From an optimization exercise on the open Yosys and OpenROAD flow, aimed at small area, a short achievable clock period and few clock cycles per item; shortcuts taken in it are not production practice.
In this exercise RTL edits were held to simulation tests only and were not proved equivalent to the original.

==> tundra <==
// sixel_color_conv
module sixel_color_conv (
    input  wire        clk,
    input  wire        rst,
    input  wire        in_valid,
    output wire        in_ready,
    input  wire        in_space,
    input  wire [8:0]  in_p0,
    input  wire [6:0]  in_p1,
    input  wire [6:0]  in_p2,
    output reg         out_valid,
    input  wire        out_ready,
    output wire [31:0] out_color
);
==> flow/config.mk <==
export PLATFORM = sky130hd
export DESIGN_NAME = sixel_color_conv
export DESIGN_NICKNAME = sixel_color_conv
export VERILOG_FILES = /design/flow/design.v
export SDC_FILE = /design/flow/constraint.sdc
export NUM_CORES = 4
export LEC_CHECK = 0
export ABC_AREA = 1
export CAP_MARGIN = 20
export CORE_MARGIN = 2
export CORE_UTILIZATION = 70
export SLEW_MARGIN = 20
==> flow/constraint.sdc <==
create_clock -name core_clock -period 32.0 [get_ports {clk}]
set_input_delay 6.4000 -clock core_clock [delete_from_list [all_inputs] [get_ports {clk}]]
set_output_delay 6.4000 -clock core_clock [all_outputs]
set_load 0.01 [all_outputs]
standard.sh (not shown) runs the stock make flow with config.mk's settings and CLKGATE_MAP_FILE= SYNTH_SCRIPT=/design/flow/synth_recipe.tcl, a recipe that flattens the netlist after the stock synthesis.
==> flow/flow/run.sh <==
#!/bin/bash
# The standard layout (the standard.sh, unchanged synthesis), with one
# change: the buffers ORFS puts on every input and output port are buf_2
# cells instead of the default pick. The make output goes to flow.log.
set -euo pipefail
bash standard.sh "BUFFER_PORTS_ARGS=-buffer_cell sky130_fd_sc_hd__buf_2" finish > flow.log 2>&1
==> delta (differences from tundra) <==
--- a/flow/design.v
+++ b/flow/design.v
@@ -137,15 +137,15 @@
     output wire [2:0]  n,
     output wire [5:0]  kp
 );
     wire [6:0] lm;  wire ge50;
     csub #(7, 7'd50) u50 (.a(l), .d(lm), .ge(ge50));
     wire [6:0] l100; wire co_a;
     radd #(7) u100 (.a(7'd100), .b(~l), .ci(1'b1), .s(l100), .co(co_a));
-    wire [5:0] m = sp ? 6'd1 : ge50 ? l100[5:0] : l[5:0];
+    wire [5:0] m = sp ? 6'd0 : ge50 ? l100[5:0] : l[5:0];
     wire [12:0] cp0 = {6'b0, s & {7{m[0]}}};
     wire [12:0] cp1 = {5'b0, s & {7{m[1]}}, 1'b0};
     wire [12:0] cp2 = {4'b0, s & {7{m[2]}}, 2'b0};
     wire [12:0] cp3 = {3'b0, s & {7{m[3]}}, 3'b0};
     wire [12:0] cp4 = {2'b0, s & {7{m[4]}}, 4'b0};
     wire [12:0] cp5 = {1'b0, s & {7{m[5]}}, 5'b0};
     wire [12:0] cs0, cc0, cs1, cc1, cs2, cc2, cs3, cc3;
@@ -159,15 +159,15 @@
     wire [7:0] ha = b2 ? h1[7:0] : h[7:0];
     wire [7:0] h2; wire b1;
     csub #(8, 8'd120) uh1 (.a(ha), .d(h2), .ge(b1));
     wire [6:0] hb = b1 ? h2[6:0] : ha[6:0];
     wire [6:0] h3; wire b0;
     csub #(7, 7'd60) uh0 (.a(hb), .d(h3), .ge(b0));
     wire [5:0] u = b0 ? h3[5:0] : hb[5:0];
-    assign n = {b2, b1, b0};
+    assign n = (b2 & b1) ? 3'd0 : {b2, b1, b0};
     wire [5:0] u60; wire co_h;
     radd #(6) uu60 (.a(6'd60), .b(~u), .ci(1'b1), .s(u60), .co(co_h));
     assign kp = b0 ? u : u60;
 endmodule
 module hls_b (
     input  wire [6:0]  l,
     input  wire [12:0] C,
@@ -179,27 +179,27 @@
     csa #(14) ut0 (.x({1'b0, C}), .y({5'b0, l, 2'b0}), .z({2'b0, l, 5'b0}), .s(ts0), .c(tc0));
     csa #(14) ut1 (.x(ts0), .y(tc0), .z({1'b0, l, 6'd19}), .s(ts1), .c(tc1));
     padd #(14) ut (.a(ts1), .b(tc1), .ci(1'b0), .s(t1p));
     wire [18:0] ns0, nc0, ns1, nc1;
     csa #(19) un0 (.x({t1p, 5'd31}), .y({1'b0, t1p, 4'd0}), .z({4'b0, t1p, 1'b0}), .s(ns0), .c(nc0));
     csa #(19) un1 (.x(ns0), .y(nc0), .z({5'b0, t1p}), .s(ns1), .c(nc1));
     padd #(19) un (.a(ns1), .b(nc1), .ci(1'b0), .s(N1));
-    wire [18:0] pp0 = {6'b0, C & {13{kp[0]}}};
-    wire [18:0] pp1 = {5'b0, C & {13{kp[1]}}, 1'b0};
-    wire [18:0] pp2 = {4'b0, C & {13{kp[2]}}, 2'b0};
-    wire [18:0] pp3 = {3'b0, C & {13{kp[3]}}, 3'b0};
-    wire [18:0] pp4 = {2'b0, C & {13{kp[4]}}, 4'b0};
-    wire [18:0] pp5 = {1'b0, C & {13{kp[5]}}, 5'b0};
+    wire [18:0] np0 = ~{6'b0, C & {13{kp[0]}}};
+    wire [18:0] np1 = ~{5'b0, C & {13{kp[1]}}, 1'b0};
+    wire [18:0] np2 = ~{4'b0, C & {13{kp[2]}}, 2'b0};
+    wire [18:0] np3 = ~{3'b0, C & {13{kp[3]}}, 3'b0};
+    wire [18:0] np4 = ~{2'b0, C & {13{kp[4]}}, 4'b0};
+    wire [18:0] np5 = ~{1'b0, C & {13{kp[5]}}, 5'b0};
     wire [18:0] ms0, mc0, ms1, mc1, ms2, mc2, ms3, mc3;
-    csa #(19) um0 (.x(pp0), .y(pp1), .z(pp2), .s(ms0), .c(mc0));
-    csa #(19) um1 (.x(pp3), .y(pp4), .z(pp5), .s(ms1), .c(mc1));
+    csa #(19) um0 (.x(np0), .y(np1), .z(np2), .s(ms0), .c(mc0));
+    csa #(19) um1 (.x(np3), .y(np4), .z(np5), .s(ms1), .c(mc1));
     csa #(19) um2 (.x(ms0), .y(mc0), .z(ms1), .s(ms2), .c(mc2));
     csa #(19) um3 (.x(ms2), .y(mc2), .z(mc1), .s(ms3), .c(mc3));
     wire [18:0] vs0, vc0, vs1, vc1;
-    csa #(19) uv0 (.x(~ms3), .y(~mc3), .z({t1p, 5'd21}), .s(vs0), .c(vc0));
+    csa #(19) uv0 (.x(ms3), .y(mc3), .z({t1p, 5'd25}), .s(vs0), .c(vc0));
     csa #(19) uv1 (.x(vs0), .y(vc0), .z(~{4'b0, t1p, 1'b0}), .s(vs1), .c(vc1));
     padd #(19) uv (.a(vs1), .b(vc1), .ci(1'b0), .s(V));
 endmodule
 module hls_c (
     input  wire [6:0]  l,
     input  wire [18:0] N1,
     input  wire [18:0] V,
@@ -327,78 +327,76 @@
             out_valid <= n_o;
             v3 <= n_3; v2 <= n_2; v1 <= n_1; v0 <= n_0;
             f3 <= nf3; f2 <= nf2; f1 <= nf1; f0 <= nf0;
             skv <= nskv;
             rdy <= !nskv;
         end
     end
-    reg  [23:0] skid;
-    reg  [23:0] s0;
-    wire [23:0] in_ops = {in_space, in_p0, in_p1, in_p2};
+    reg  [22:0] skid;
+    reg  [22:0] s0;
+    wire [8:0]  in_p0m  = in_space ? {2'b11, in_p0[6:0]} : in_p0;
+    wire [22:0] in_ops  = {in_p0m, in_p1, in_p2};
     always @(posedge clk) begin
         if (!skv) skid <= in_ops;
         if (en_0) s0 <= skv ? skid : in_ops;
     end
-    wire       s0_sp = s0[23];
+    wire       s0_sp = s0[22] & s0[21];
     wire [8:0] s0_h  = s0[22:14];
     wire [6:0] s0_l  = s0[13:7];
     wire [6:0] s0_s  = s0[6:0];
     wire [12:0] a_C;
     wire [2:0]  a_n;
     wire [5:0]  a_kp;
     hls_a u_a (.sp(s0_sp), .h(s0_h), .l(s0_l), .s(s0_s), .C(a_C), .n(a_n), .kp(a_kp));
-    reg        s1_sp;
     reg [6:0]  s1_l;
     reg [12:0] s1_C;
     reg [8:0]  s1_kn;
+    reg [6:0]  s1_b;         
     always @(posedge clk) begin
         if (en_1) begin
-            s1_sp <= s0_sp;
+            s1_b  <= s0_s;
             s1_l  <= s0_l;
             s1_C  <= a_C;
-            s1_kn <= s0_sp ? {2'b0, s0_h[6:0]} : {a_n, a_kp};
+            s1_kn <= s0_sp ? {2'b11, s0_h[6:0]} : {a_n, a_kp};
         end
     end
-    wire [12:0] b_C = s1_sp ? 13'd0 : s1_C;
+    wire s1_sp = s1_kn[8] & s1_kn[7];
     wire [18:0] b_N1, b_V;
-    hls_b u_b (.l(s1_l), .C(b_C), .kp(s1_kn[5:0]), .N1(b_N1), .V(b_V));
-    reg        s2_sp;
+    hls_b u_b (.l(s1_l), .C(s1_C), .kp(s1_kn[5:0]), .N1(b_N1), .V(b_V));
     reg [6:0]  s2_l;
     reg [2:0]  s2_n;
     reg [18:0] s2_N1, s2_V;
     always @(posedge clk) begin
         if (en_2) begin
-            s2_sp <= s1_sp;
             s2_l  <= s1_l;
-            s2_n  <= s1_kn[8:6];
+            s2_n  <= s1_sp ? 3'd7 : s1_kn[8:6];
             s2_N1 <= b_N1;
-            s2_V  <= s1_sp ? {5'b0, s1_kn[6:0], s1_C[6:0]} : b_V;
+            s2_V  <= s1_sp ? {5'b0, s1_kn[6:0], s1_b} : b_V;
         end
     end
     wire [5:0] c_qxh;
     wire [6:0] c_rxh, c_thr;
     wire [1:0] c_xxl;
     wire [7:0] c_F;
     wire [3:0] c_qmh, c_xml;
     wire [9:0] c_rmh;
+    wire s2_sp = &s2_n;
     hls_c u_c (.l(s2_l), .N1(s2_N1), .V(s2_V), .qxh(c_qxh), .rxh(c_rxh), .xxl(c_xxl),
                .thr(c_thr), .qmh(c_qmh), .rmh(c_rmh), .xml(c_xml), .F(c_F));
     wire [7:0] c_r, c_b;
     color_converter_rgb u_cr (.c(s2_V[13:7]), .byte_o(c_r));
     color_converter_rgb u_cb (.c(s2_V[6:0]),  .byte_o(c_b));
-    reg        s3_sp;
     reg [2:0]  s3_n;
     reg [5:0]  s3_qxh;
     reg [6:0]  s3_rxh, s3_thr;
     reg [1:0]  s3_xxl;
     reg [7:0]  s3_F;
     reg [17:0] s3_m;
     always @(posedge clk) begin
         if (en_3) begin
-            s3_sp  <= s2_sp;
             s3_n   <= s2_n;
             s3_qxh <= c_qxh;
             s3_rxh <= c_rxh;
             s3_xxl <= c_xxl;
             s3_thr <= c_thr;
             s3_F   <= c_F;
             s3_m   <= s2_sp ? {2'b0, c_b, c_r} : {c_qmh, c_rmh, c_xml};
@@ -412,19 +410,17 @@
     always @(*) begin
         case (s3_n)
             3'd1:    begin R = bmax; G = bmin; B = bmid; end
             3'd2:    begin R = bmax; G = bmid; B = bmin; end
             3'd3:    begin R = bmid; G = bmax; B = bmin; end
             3'd4:    begin R = bmin; G = bmax; B = bmid; end
             3'd5:    begin R = bmin; G = bmid; B = bmax; end
+            3'd7:    begin R = s3_m[7:0]; G = bmax; B = s3_m[15:8]; end
             default: begin R = bmid; G = bmin; B = bmax; end
         endcase
-        if (s3_sp) begin
-            R = s3_m[7:0]; G = bmax; B = s3_m[15:8];
-        end
     end
     reg [23:0] oc;
     assign out_color = {8'hFF, oc};
     always @(posedge clk) begin
         if (en_o) oc <= {B, G, R};
     end
 endmodule
==> flow/run.sh (new file) <==
#!/bin/bash
# synth_recipe.tcl (not shown) runs the flow's synth.tcl, then flattens the netlist and writes it again
# the make line also repeats each setting of config.mk as NAME=value (left out here)
make -C /OpenROAD-flow-scripts/flow DESIGN_CONFIG=/design/flow/config.mk WORK_HOME=/design/flow/orfs CLKGATE_MAP_FILE= SYNTH_SCRIPT=/design/flow/synth_recipe.tcl finish
--- a/flow/config.mk
+++ b/flow/config.mk
@@ -5,8 +5,10 @@
 export SDC_FILE = /design/flow/constraint.sdc
 export NUM_CORES = 4
 export LEC_CHECK = 0
 export ABC_AREA = 1
 export CAP_MARGIN = 20
 export CORE_MARGIN = 2
 export CORE_UTILIZATION = 70
+export CTS_CLUSTER_DIAMETER = 100
+export CTS_CLUSTER_SIZE = 22
 export SLEW_MARGIN = 20
removed: flow/flow/run.sh
removed: flow/standard.sh
==> amber (differences from tundra) <==
--- a/flow/design.v
+++ b/flow/design.v
@@ -137,15 +137,15 @@
     output wire [2:0]  n,
     output wire [5:0]  kp
 );
     wire [6:0] lm;  wire ge50;
     csub #(7, 7'd50) u50 (.a(l), .d(lm), .ge(ge50));
     wire [6:0] l100; wire co_a;
     radd #(7) u100 (.a(7'd100), .b(~l), .ci(1'b1), .s(l100), .co(co_a));
-    wire [5:0] m = sp ? 6'd1 : ge50 ? l100[5:0] : l[5:0];
+    wire [5:0] m = sp ? 6'd0 : ge50 ? l100[5:0] : l[5:0];
     wire [12:0] cp0 = {6'b0, s & {7{m[0]}}};
     wire [12:0] cp1 = {5'b0, s & {7{m[1]}}, 1'b0};
     wire [12:0] cp2 = {4'b0, s & {7{m[2]}}, 2'b0};
     wire [12:0] cp3 = {3'b0, s & {7{m[3]}}, 3'b0};
     wire [12:0] cp4 = {2'b0, s & {7{m[4]}}, 4'b0};
     wire [12:0] cp5 = {1'b0, s & {7{m[5]}}, 5'b0};
     wire [12:0] cs0, cc0, cs1, cc1, cs2, cc2, cs3, cc3;
@@ -179,27 +179,27 @@
     csa #(14) ut0 (.x({1'b0, C}), .y({5'b0, l, 2'b0}), .z({2'b0, l, 5'b0}), .s(ts0), .c(tc0));
     csa #(14) ut1 (.x(ts0), .y(tc0), .z({1'b0, l, 6'd19}), .s(ts1), .c(tc1));
     padd #(14) ut (.a(ts1), .b(tc1), .ci(1'b0), .s(t1p));
     wire [18:0] ns0, nc0, ns1, nc1;
     csa #(19) un0 (.x({t1p, 5'd31}), .y({1'b0, t1p, 4'd0}), .z({4'b0, t1p, 1'b0}), .s(ns0), .c(nc0));
     csa #(19) un1 (.x(ns0), .y(nc0), .z({5'b0, t1p}), .s(ns1), .c(nc1));
     padd #(19) un (.a(ns1), .b(nc1), .ci(1'b0), .s(N1));
-    wire [18:0] pp0 = {6'b0, C & {13{kp[0]}}};
-    wire [18:0] pp1 = {5'b0, C & {13{kp[1]}}, 1'b0};
-    wire [18:0] pp2 = {4'b0, C & {13{kp[2]}}, 2'b0};
-    wire [18:0] pp3 = {3'b0, C & {13{kp[3]}}, 3'b0};
-    wire [18:0] pp4 = {2'b0, C & {13{kp[4]}}, 4'b0};
-    wire [18:0] pp5 = {1'b0, C & {13{kp[5]}}, 5'b0};
+    wire [18:0] np0 = ~{6'b0, C & {13{kp[0]}}};
+    wire [18:0] np1 = ~{5'b0, C & {13{kp[1]}}, 1'b0};
+    wire [18:0] np2 = ~{4'b0, C & {13{kp[2]}}, 2'b0};
+    wire [18:0] np3 = ~{3'b0, C & {13{kp[3]}}, 3'b0};
+    wire [18:0] np4 = ~{2'b0, C & {13{kp[4]}}, 4'b0};
+    wire [18:0] np5 = ~{1'b0, C & {13{kp[5]}}, 5'b0};
     wire [18:0] ms0, mc0, ms1, mc1, ms2, mc2, ms3, mc3;
-    csa #(19) um0 (.x(pp0), .y(pp1), .z(pp2), .s(ms0), .c(mc0));
-    csa #(19) um1 (.x(pp3), .y(pp4), .z(pp5), .s(ms1), .c(mc1));
+    csa #(19) um0 (.x(np0), .y(np1), .z(np2), .s(ms0), .c(mc0));
+    csa #(19) um1 (.x(np3), .y(np4), .z(np5), .s(ms1), .c(mc1));
     csa #(19) um2 (.x(ms0), .y(mc0), .z(ms1), .s(ms2), .c(mc2));
     csa #(19) um3 (.x(ms2), .y(mc2), .z(mc1), .s(ms3), .c(mc3));
     wire [18:0] vs0, vc0, vs1, vc1;
-    csa #(19) uv0 (.x(~ms3), .y(~mc3), .z({t1p, 5'd21}), .s(vs0), .c(vc0));
+    csa #(19) uv0 (.x(ms3), .y(mc3), .z({t1p, 5'd25}), .s(vs0), .c(vc0));
     csa #(19) uv1 (.x(vs0), .y(vc0), .z(~{4'b0, t1p, 1'b0}), .s(vs1), .c(vc1));
     padd #(19) uv (.a(vs1), .b(vc1), .ci(1'b0), .s(V));
 endmodule
 module hls_c (
     input  wire [6:0]  l,
     input  wire [18:0] N1,
     input  wire [18:0] V,
@@ -346,36 +346,37 @@
     wire [2:0]  a_n;
     wire [5:0]  a_kp;
     hls_a u_a (.sp(s0_sp), .h(s0_h), .l(s0_l), .s(s0_s), .C(a_C), .n(a_n), .kp(a_kp));
     reg        s1_sp;
     reg [6:0]  s1_l;
     reg [12:0] s1_C;
     reg [8:0]  s1_kn;
+    reg [6:0]  s1_b;         
     always @(posedge clk) begin
         if (en_1) begin
             s1_sp <= s0_sp;
+            s1_b  <= s0_s;
             s1_l  <= s0_l;
             s1_C  <= a_C;
             s1_kn <= s0_sp ? {2'b0, s0_h[6:0]} : {a_n, a_kp};
         end
     end
-    wire [12:0] b_C = s1_sp ? 13'd0 : s1_C;
     wire [18:0] b_N1, b_V;
-    hls_b u_b (.l(s1_l), .C(b_C), .kp(s1_kn[5:0]), .N1(b_N1), .V(b_V));
+    hls_b u_b (.l(s1_l), .C(s1_C), .kp(s1_kn[5:0]), .N1(b_N1), .V(b_V));
     reg        s2_sp;
     reg [6:0]  s2_l;
     reg [2:0]  s2_n;
     reg [18:0] s2_N1, s2_V;
     always @(posedge clk) begin
         if (en_2) begin
             s2_sp <= s1_sp;
             s2_l  <= s1_l;
             s2_n  <= s1_kn[8:6];
             s2_N1 <= b_N1;
-            s2_V  <= s1_sp ? {5'b0, s1_kn[6:0], s1_C[6:0]} : b_V;
+            s2_V  <= s1_sp ? {5'b0, s1_kn[6:0], s1_b} : b_V;
         end
     end
     wire [5:0] c_qxh;
     wire [6:0] c_rxh, c_thr;
     wire [1:0] c_xxl;
     wire [7:0] c_F;
     wire [3:0] c_qmh, c_xml;
--- a/flow/config.mk
+++ b/flow/config.mk
@@ -5,8 +5,10 @@
 export SDC_FILE = /design/flow/constraint.sdc
 export NUM_CORES = 4
 export LEC_CHECK = 0
 export ABC_AREA = 1
 export CAP_MARGIN = 20
 export CORE_MARGIN = 2
 export CORE_UTILIZATION = 70
+export CTS_CLUSTER_DIAMETER = 100
+export CTS_CLUSTER_SIZE = 22
 export SLEW_MARGIN = 20
==> qor summary <==
Run status: delta finished clean; tundra finished clean; amber finished clean
Placed standard-cell area: delta 20000 µm²; tundra 20100 µm²; amber 20100 µm²
Initial standard-cell utilization of the core: delta 0.713; tundra 0.707; amber 0.706
Detailed-router iteration count before antenna repair: delta 6; tundra 6; amber 5
Hold Path Sink: delta s3_xxl[0]; tundra s3_n[2]; amber s3_xxl[0]
Number of logic stages on the critical path including buffering: delta 6; tundra 31; amber 37
Non-filler cells, final: delta 2567; tundra 2688; amber 2612
Via Count: delta 14160; tundra 14391; amber 14179
Clock network contribution to total cell area: delta 0.0210; tundra 0.0393; amber 0.0207
Worst reg2reg endpoint: delta s3_m[5]; tundra s2_N1[16]; amber s3_rxh[1]
Length of routed met2 wiring: delta 19600 µm; tundra 20200 µm; amber 20300 µm
Layout Utilization: delta 0.761; tundra 0.758; amber 0.744
Horiz. Die Dim: delta 169 µm; tundra 171 µm; amber 171 µm
Chip Height: delta 169 µm; tundra 171 µm; amber 171 µm
Part of the cycle the worst path needs: delta 0.253; tundra 0.262; amber 0.233
Final HPWL DP: delta 31900 µm; tundra 31700 µm; amber 31700 µm
Sequential fraction of total cell area: delta 0.300; tundra 0.291; amber 0.307
Testbench counts of tundra, summed over its fixed seeds: cycles 16,040, items 16,000.
Testbench counts of delta, summed over its fixed seeds: cycles 16,040, items 16,000.
Testbench counts of amber, summed over its fixed seeds: cycles 16,040, items 16,000.

[afterwards: timing with drivers on the ports]
The results above use ideal ports. As a check the final layouts listed here were re-extracted and re-timed, cells and wires unchanged.
Step 1 sets driving cells, clkbuf_16 on the clock port and buf_2 on the other inputs (assumed; they add their load-dependent delay and slew).
Step 2 moves the port delays by t, midway between the first and last clock arrival at a register: inputs arrive t later, outputs are due t later. That takes back most of the time a late clock gives input paths.
Slacks: ideal ports / drivers / drivers and shift; pairs: ideal ports / drivers.
| run | t (ns) | slack for setup (ns) | cell pins on the clock port's net |
|---|---|---|---|
| tundra | 0.575 | 23.623 / 23.623 / 23.623 | 1 |
| delta | 0.528 | 23.910 / 23.927 / 23.399 | 1 |
| amber | 0.540 | 24.553 / 24.498 / 24.089 | 1 |
After both steps setup and hold are still met in every run listed. The setup slack of delta, which loses most, moves by +0.017 ns with the drivers and by -0.511 ns with both steps.
